This is an optimization exercise on Yosys and OpenROAD, whose aim is small area, not a production implementation.
Function was checked by simulation only, so behaviour that the tests miss may differ from the original.
Power figures rest on the tool's default switching activity, not on a simulated workload.

==> module hw2core, before the edit <==
module hw2core (
    input  wire        clk,
    input  wire        rst,      
    input  wire        start,
    input  wire [2:0]  op,
    input  wire [31:0] a,
    input  wire [31:0] b,
    output wire        busy,
    output wire        done,
    output wire [31:0] r0,
    output wire [31:0] r1
);
    localparam [3:0] S_NORM = 4'b0000,   
                     S_DROP = 4'b0001,   
                     S_DIV  = 4'b0010,   
                     S_INTP = 4'b0100,   
                     S_SH   = 4'b1000,   
                     S_MUL  = 4'b1010,   
                     S_N2   = 4'b1011,   
                     S_N1   = 4'b1100,   
                     S_N3   = 4'b1101;   
    reg        busy_q, done_q;
    reg [3:0]  st;
    reg        cz;        
    reg        f;         
    reg        it;        
    reg        bw;        
    reg        dl;        
    reg        tc;        
    reg [5:0]  C;
    reg        H32;
    reg [31:0] H, L, M;
    reg [15:0] Y;
    assign busy = busy_q;
    assign done = done_q;
    assign r0   = L;
    assign r1   = H;
    wire [16:0] s_rom;
    wire [13:0] d_rom;
    hw2core_seed u_seed (.c(C[4:0]), .s(s_rom), .d(d_rom));
    wire st_div  = ~st[3] & st[1];
    wire st_intp = ~st[3] & st[2];
    wire st_sh   = st[3] & ~st[2] & ~st[1];
    wire st_mul  = st[3] & st[1] & ~st[0];
    wire st_n3   = st[3] & st[2] & st[0];
    wire c0   = (C == 6'd0);
    wire c15  = (C == 6'd15);
    wire c31  = (C == 6'd31);
    wire c32  = (C == 6'd32);
    wire c47  = (C == 6'd47);
    wire c48  = (C == 6'd48);
    wire rmode = st[3] | (st_div & dl);
    wire sub   = ~rmode;
    wire t_i  = tc ^ L[0] ^ bw;
    wire bw_n = (~tc & (L[0] | bw)) | (L[0] & bw);
    wire selM = st[1];
    wire selY = st[2];
    wire g    = st[3] ? ((st[2] | st[1]) & ~C[5] & (st_n3 ? t_i : L[0]))
                      : ((st_intp & L[31]) | (st_div & ~dl));
    wire [31:0] Bsrc = (selM ? M : 32'd0) | (selY ? {16'd0, Y} : 32'd0);
    wire [31:0] B    = g ? Bsrc : 32'd0;
    wire [33:0] s34  = {1'b0, H32, H} + {1'b0, sub, B ^ {32{sub}}} + {33'd0, sub};
    wire take = st_intp | (s34[33] & ~(st_div & (f | c0)));
    wire q    = st_div & take;
    wire sin  = st_intp | L[31];
    wire [31:0] H_step   = rmode ? s34[32:1]
                         : take  ? {s34[30:0], sin} : {H[30:0], sin};
    wire        H32_step = ~rmode & (take ? s34[31] : H[31]);
    wire [31:0] L_step   = rmode ? {s34[0], L[31:1]} : {L[30:1], L[0] | q, 1'b0};
    wire nend = L[31] | C[5];
    wire fin  = (st_mul & c31) | (st_div & dl) | (st_sh & c32 & (f | cz))
              | (st_n3 & c48 & it);
    wire accept = ~busy_q & start & (~op[2] | (op[1:0] == 2'd0));
    always @(posedge clk) begin
        if (rst) begin
            busy_q <= 1'b0;
            done_q <= 1'b0;
        end else if (accept) begin
            busy_q <= 1'b1;
            done_q <= 1'b0;
        end else if (busy_q & fin) begin
            busy_q <= 1'b0;
            done_q <= 1'b1;
        end
    end
    always @(posedge clk) begin
        if (~busy_q) begin
            if (accept) begin
                L   <= a;
                H   <= 32'd0;
                H32 <= 1'b0;
                M   <= op[2] ? a : b;
                C   <= 6'd0;
                it  <= 1'b0;
                dl  <= 1'b0;
                cz  <= (op == 3'd0);
                f   <= op[1];
                case (op)
                    3'd1, 3'd2: st <= S_MUL;
                    3'd3:       st <= S_DIV;
                    default:    st <= S_NORM;
                endcase
            end
        end else begin
            case (st)
                S_MUL: begin
                    H   <= (c31 & f) ? 32'd0 : H_step;
                    H32 <= 1'b0;
                    L   <= L_step;
                    C   <= C + 6'd1;
                end
                S_DIV: begin
                    if (c0) f <= f & s34[33];
                    H   <= (dl & f) ? 32'd0 : H_step;
                    dl  <= c32;
                    H32 <= H32_step;
                    L   <= L_step;
                    C   <= C + 6'd1;
                end
                S_NORM: begin
                    if (nend) begin
                        if (C[5] & ~cz) begin
                            st <= S_DIV;
                            C  <= 6'd0;
                        end else begin
                            if (c31) f <= 1'b1;      
                            st <= S_DROP;
                        end
                    end else begin
                        H   <= H_step;
                        H32 <= H32_step;
                        L   <= L_step;
                        C   <= C + 6'd1;
                    end
                end
                S_DROP: begin
                    L   <= {L[30:0], 1'b0};
                    H   <= cz ? {25'd0, C, 1'b0} : {14'd0, s_rom, 1'b1};
                    H32 <= 1'b0;
                    Y   <= {2'd0, d_rom};
                    C   <= 6'd0;
                    st  <= (cz | f) ? S_SH : S_INTP;
                end
                S_INTP: begin
                    H   <= H_step;
                    H32 <= H32_step;
                    L   <= L_step;
                    C   <= c15 ? 6'd0 : C + 6'd1;
                    if (c15) st <= S_SH;
                end
                S_SH: begin
                    H   <= H_step;
                    H32 <= 1'b0;
                    L   <= L_step;
                    C   <= c48 ? 6'd0 : C + 6'd1;
                    if (c48) begin
                        Y  <= L_step[15:0];
                        st <= S_N1;
                    end
                end
                S_N1: begin
                    H <= H_step;
                    L <= L_step;
                    C <= c31 ? 6'd0 : C + 6'd1;
                    if (c31) st <= S_N2;
                end
                S_N2: begin
                    H  <= H_step;
                    L  <= L_step;
                    bw <= 1'b0;
                    tc <= 1'b0;
                    C  <= c47 ? 6'd0 : C + 6'd1;
                    if (c47) st <= S_N3;
                end
                S_N3: begin
                    H  <= H_step;
                    L  <= L_step;
                    bw <= bw_n;
                    tc <= (C == 6'd15) | (C == 6'd16);
                    C  <= c48 ? 6'd0 : C + 6'd1;
                    if (c48) begin
                        it <= 1'b1;
                        Y  <= L_step[15:0];
                        st <= S_N1;
                    end
                end
                default: ;
            endcase
        end
    end
endmodule
Settings: LEC_CHECK=0, CAP_MARGIN=20, CORE_MARGIN=2, CORE_UTILIZATION=50, CTS_BUF_LIST=sky130_fd_sc_hd__clkbuf_8, SLEW_MARGIN=20; clock period 10.0 ns.
standard.sh (not shown) runs the stock make flow with config.mk's settings and CLKGATE_MAP_FILE= SYNTH_SCRIPT=/design/flow/synth_recipe.tcl, a recipe that flattens the netlist after the stock synthesis.
==> flow/flow/run.sh <==
#!/bin/bash
# Layout flow: the standard synthesis, then an area-oriented re-mapping of
# the combinational logic only (every flip-flop instance is kept as it is,
# same name, same cell). Several ABC area scripts are tried and the smallest
# netlist is kept; this is repeated on its own result until two rounds in a
# row no longer shrink it. The standard ORFS layout then runs from that netlist, with the
# port buffers made from the smallest buffer cell and a lighter clock tree.
# Each tool's full output goes to a log file in this folder.
set -euo pipefail
W=$(pwd)
R=$W/orfs/results/$FLOW_PLATFORM/hw2core/base
LG=$W/orfs/logs/$FLOW_PLATFORM/hw2core/base
LIB=$FLOW_HOME/platforms/$FLOW_PLATFORM/lib/sky130_fd_sc_hd__tt_025C_1v80.lib
export BUFFER_PORTS_ARGS="-buffer_cell sky130_fd_sc_hd__buf_1"
# clock tree: clkbuf_8 buffers, no dummy balancing loads
export CTS_ARGS="-sink_clustering_enable -repair_clock_nets -buf_list sky130_fd_sc_hd__clkbuf_8 -root_buf sky130_fd_sc_hd__clkbuf_8 -sink_clustering_buffer sky130_fd_sc_hd__clkbuf_4 -dont_use_dummy_load"

bash standard.sh synth > flow_synth.log 2>&1

DU=$(grep -o -- "-dont_use [^ ]*" $LG/1_2_yosys.log | sort -u | tr '\n' ' ')
cp $R/1_2_yosys.v $W/standard_synth.v
cp $W/standard_synth.v $W/round_in.v

remap() {  # $1 = ABC script; writes $W/<name>.v and <name>.area
  local N=$(basename $1 .abc)
  cat > $W/$N.ys <<EOYS
read_liberty -ignore_miss_func $LIB
read_verilog $W/round_in.v
hierarchy -top $FLOW_TOP
blackbox sky130_fd_sc_hd__*df* sky130_fd_sc_hd__*dl* sky130_fd_sc_hd__*sdf*
select -module $FLOW_TOP t:sky130_fd_sc_hd__*df* t:sky130_fd_sc_hd__*dl*
setattr -set keep 1
select -clear
flatten
rename -hide w:*.*
opt_clean -purge
abc -liberty $LIB $DU -script $1
opt_clean -purge
hilomap -singleton -hicell sky130_fd_sc_hd__conb_1 HI -locell sky130_fd_sc_hd__conb_1 LO
splitnets
opt_clean -purge
insbuf -buf sky130_fd_sc_hd__buf_4 A X
setattr -unset keep
tee -o $W/$N.area stat -liberty $LIB
write_verilog -noattr -noexpr -nohex -nodec $W/$N.v
EOYS
  yosys -s $W/$N.ys > $W/$N.$ROUND.log 2>&1
}

GBEST=""; GA=""; STALL=0
for ROUND in 1 2 3 4 5 6 7 8; do
  for S in $W/flow/remap_s*.abc; do remap $S & done
  wait
  # &deepsyn (time-limited) runs two at a time
  for S in $W/flow/remap_d*.abc; do remap $S & done
  wait
  BEST=""; BA=""
  for S in $W/flow/remap_*.abc; do
    N=$(basename $S .abc)
    [[ -f $W/$N.area ]] || continue
    A=$(grep "Chip area" $W/$N.area | awk '{print $NF}')
    rm -f $W/$N.area
    echo "round $ROUND $N $A" >> $W/remap_areas.txt
    if [[ -z "$BA" ]] || awk -v a="$A" -v b="$BA" 'BEGIN{exit !(a<b)}'; then BEST=$N; BA=$A; fi
  done
  echo "round $ROUND best $BEST $BA" >> $W/remap_areas.txt
  cp $W/$BEST.v $W/round_in.v
  if [[ -z "$GA" ]] || awk -v a="$BA" -v b="$GA" 'BEGIN{exit !(a<b-1)}'; then
    GA=$BA; cp $W/$BEST.v $W/global_best.v; STALL=0
  else
    STALL=$((STALL+1))
    # stop after two rounds without a smaller netlist
    if [[ $STALL -ge 2 ]]; then break; fi
  fi
done
echo "kept $GA" >> $W/remap_areas.txt
cp $W/global_best.v $W/round_in.v
cp $W/round_in.v $R/1_2_yosys.v
touch $R/1_2_yosys.v

bash standard.sh finish > flow_layout.log 2>&1
Other scripts of this flow, unchanged in this note and not shown: flow/flow/remap_d1.abc, flow/flow/remap_d2.abc, flow/flow/remap_s1.abc, flow/flow/remap_s11.abc, flow/flow/remap_s13.abc, flow/flow/remap_s14.abc, flow/flow/remap_s15.abc, flow/flow/remap_s16.abc, flow/flow/remap_s17.abc, flow/flow/remap_s18.abc, flow/flow/remap_s19.abc, flow/flow/remap_s7.abc, flow/flow/remap_s8.abc, flow/flow/remap_s9.abc
Next try:
--- a/flow/design.v
+++ b/flow/design.v
@@ -62,10 +62,8 @@
     reg        cz;        
     reg        f;         
     reg        it;        
     reg        bw;        
-    reg        dl;        
-    reg        tc;        
     reg [5:0]  C;
     reg        H32;
     reg [31:0] H, L, M;
     reg [15:0] Y;
@@ -84,18 +82,20 @@
     wire c0   = (C == 6'd0);
     wire c15  = (C == 6'd15);
     wire c31  = (C == 6'd31);
     wire c32  = (C == 6'd32);
+    wire c33  = (C == 6'd33);
     wire c47  = (C == 6'd47);
     wire c48  = (C == 6'd48);
-    wire rmode = st[3] | (st_div & dl);
+    wire rmode = st[3] | (st_div & c33);
     wire sub   = ~rmode;
-    wire t_i  = tc ^ L[0] ^ bw;
-    wire bw_n = (~tc & (L[0] | bw)) | (L[0] & bw);
+    wire c_t  = (C[5:1] == 5'b01000);             
+    wire t_i  = c_t ^ L[0] ^ bw;
+    wire bw_n = (~c_t & (L[0] | bw)) | (L[0] & bw);
     wire selM = st[1];
     wire selY = st[2];
     wire g    = st[3] ? ((st[2] | st[1]) & ~C[5] & (st_n3 ? t_i : L[0]))
-                      : ((st_intp & L[31]) | (st_div & ~dl));
+                      : ((st_intp & L[31]) | (st_div & ~c33));
     wire [31:0] Bsrc = (selM ? M : 32'd0) | (selY ? {16'd0, Y} : 32'd0);
     wire [31:0] B    = g ? Bsrc : 32'd0;
     wire [33:0] s34  = {1'b0, H32, H} + {1'b0, sub, B ^ {32{sub}}} + {33'd0, sub};
     wire take = st_intp | (s34[33] & ~(st_div & (f | c0)));
@@ -105,9 +105,9 @@
                          : take  ? {s34[30:0], sin} : {H[30:0], sin};
     wire        H32_step = ~rmode & (take ? s34[31] : H[31]);
     wire [31:0] L_step   = rmode ? {s34[0], L[31:1]} : {L[30:1], L[0] | q, 1'b0};
     wire nend = L[31] | C[5];
-    wire fin  = (st_mul & c31) | (st_div & dl) | (st_sh & c32 & (f | cz))
+    wire fin  = (st_mul & c31) | (st_div & c33) | (st_sh & c32 & (f | cz))
               | (st_n3 & c48 & it);
     wire accept = ~busy_q & start & (~op[2] | (op[1:0] == 2'd0));
     always @(posedge clk) begin
         if (rst) begin
@@ -129,9 +129,8 @@
                 H32 <= 1'b0;
                 M   <= op[2] ? a : b;
                 C   <= 6'd0;
                 it  <= 1'b0;
-                dl  <= 1'b0;
                 cz  <= (op == 3'd0);
                 f   <= op[1];
                 case (op)
                     3'd1, 3'd2: st <= S_MUL;
@@ -148,10 +147,9 @@
                     C   <= C + 6'd1;
                 end
                 S_DIV: begin
                     if (c0) f <= f & s34[33];
-                    H   <= (dl & f) ? 32'd0 : H_step;
-                    dl  <= c32;
+                    H   <= (c33 & f) ? 32'd0 : H_step;
                     H32 <= H32_step;
                     L   <= L_step;
                     C   <= C + 6'd1;
                 end
@@ -205,17 +203,15 @@
                 S_N2: begin
                     H  <= H_step;
                     L  <= L_step;
                     bw <= 1'b0;
-                    tc <= 1'b0;
                     C  <= c47 ? 6'd0 : C + 6'd1;
                     if (c47) st <= S_N3;
                 end
                 S_N3: begin
                     H  <= H_step;
                     L  <= L_step;
                     bw <= bw_n;
-                    tc <= (C == 6'd15) | (C == 6'd16);
                     C  <= c48 ? 6'd0 : C + 6'd1;
                     if (c48) begin
                         it <= 1'b1;
                         Y  <= L_step[15:0];
After rerunning: Worst setup slack loses 0.0055 ns. Wire length decreases by 6.4%. Cell area stays flat. Core utilization increases by 0.31 points. Maximum frequency hardly moves. Synthesized area decreases by 1.8%. Via count increases by 0.43%. Register-to-register slack stays flat. Power is about the same. Sequential share of layout area decreases by 0.53 points. Clock power decreases by about 2%.

==> re-timing with driven ports <==
No port has a modelled driver above. Below, the same layouts with a new extraction and two added sets of constraints.
Step 1 sets driving cells, clkbuf_16 on the clock port and buf_2 on the other inputs (assumed; they add their load-dependent delay and slew).
Step 2 times the ports against the registers' clock, not the clock port: input delays grow and output delays shrink by t, the midpoint of the rising clock arrivals with the driver on.
Slacks: ideal ports / drivers / drivers and shift; pairs: ideal ports / drivers.
| run | t (ns) | setup slack, ns | worst data-port slew with drivers (ns) | cell pins on the clock port's net |
|---|---|---|---|---|
| the first run | 0.491 | 0.760 / 0.760 / 0.760 | 0.06 | 1 |
| the second run | 0.475 | 0.755 / 0.755 / 0.755 | 0.05 | 1 |
After both steps setup and hold are still met in every run listed.
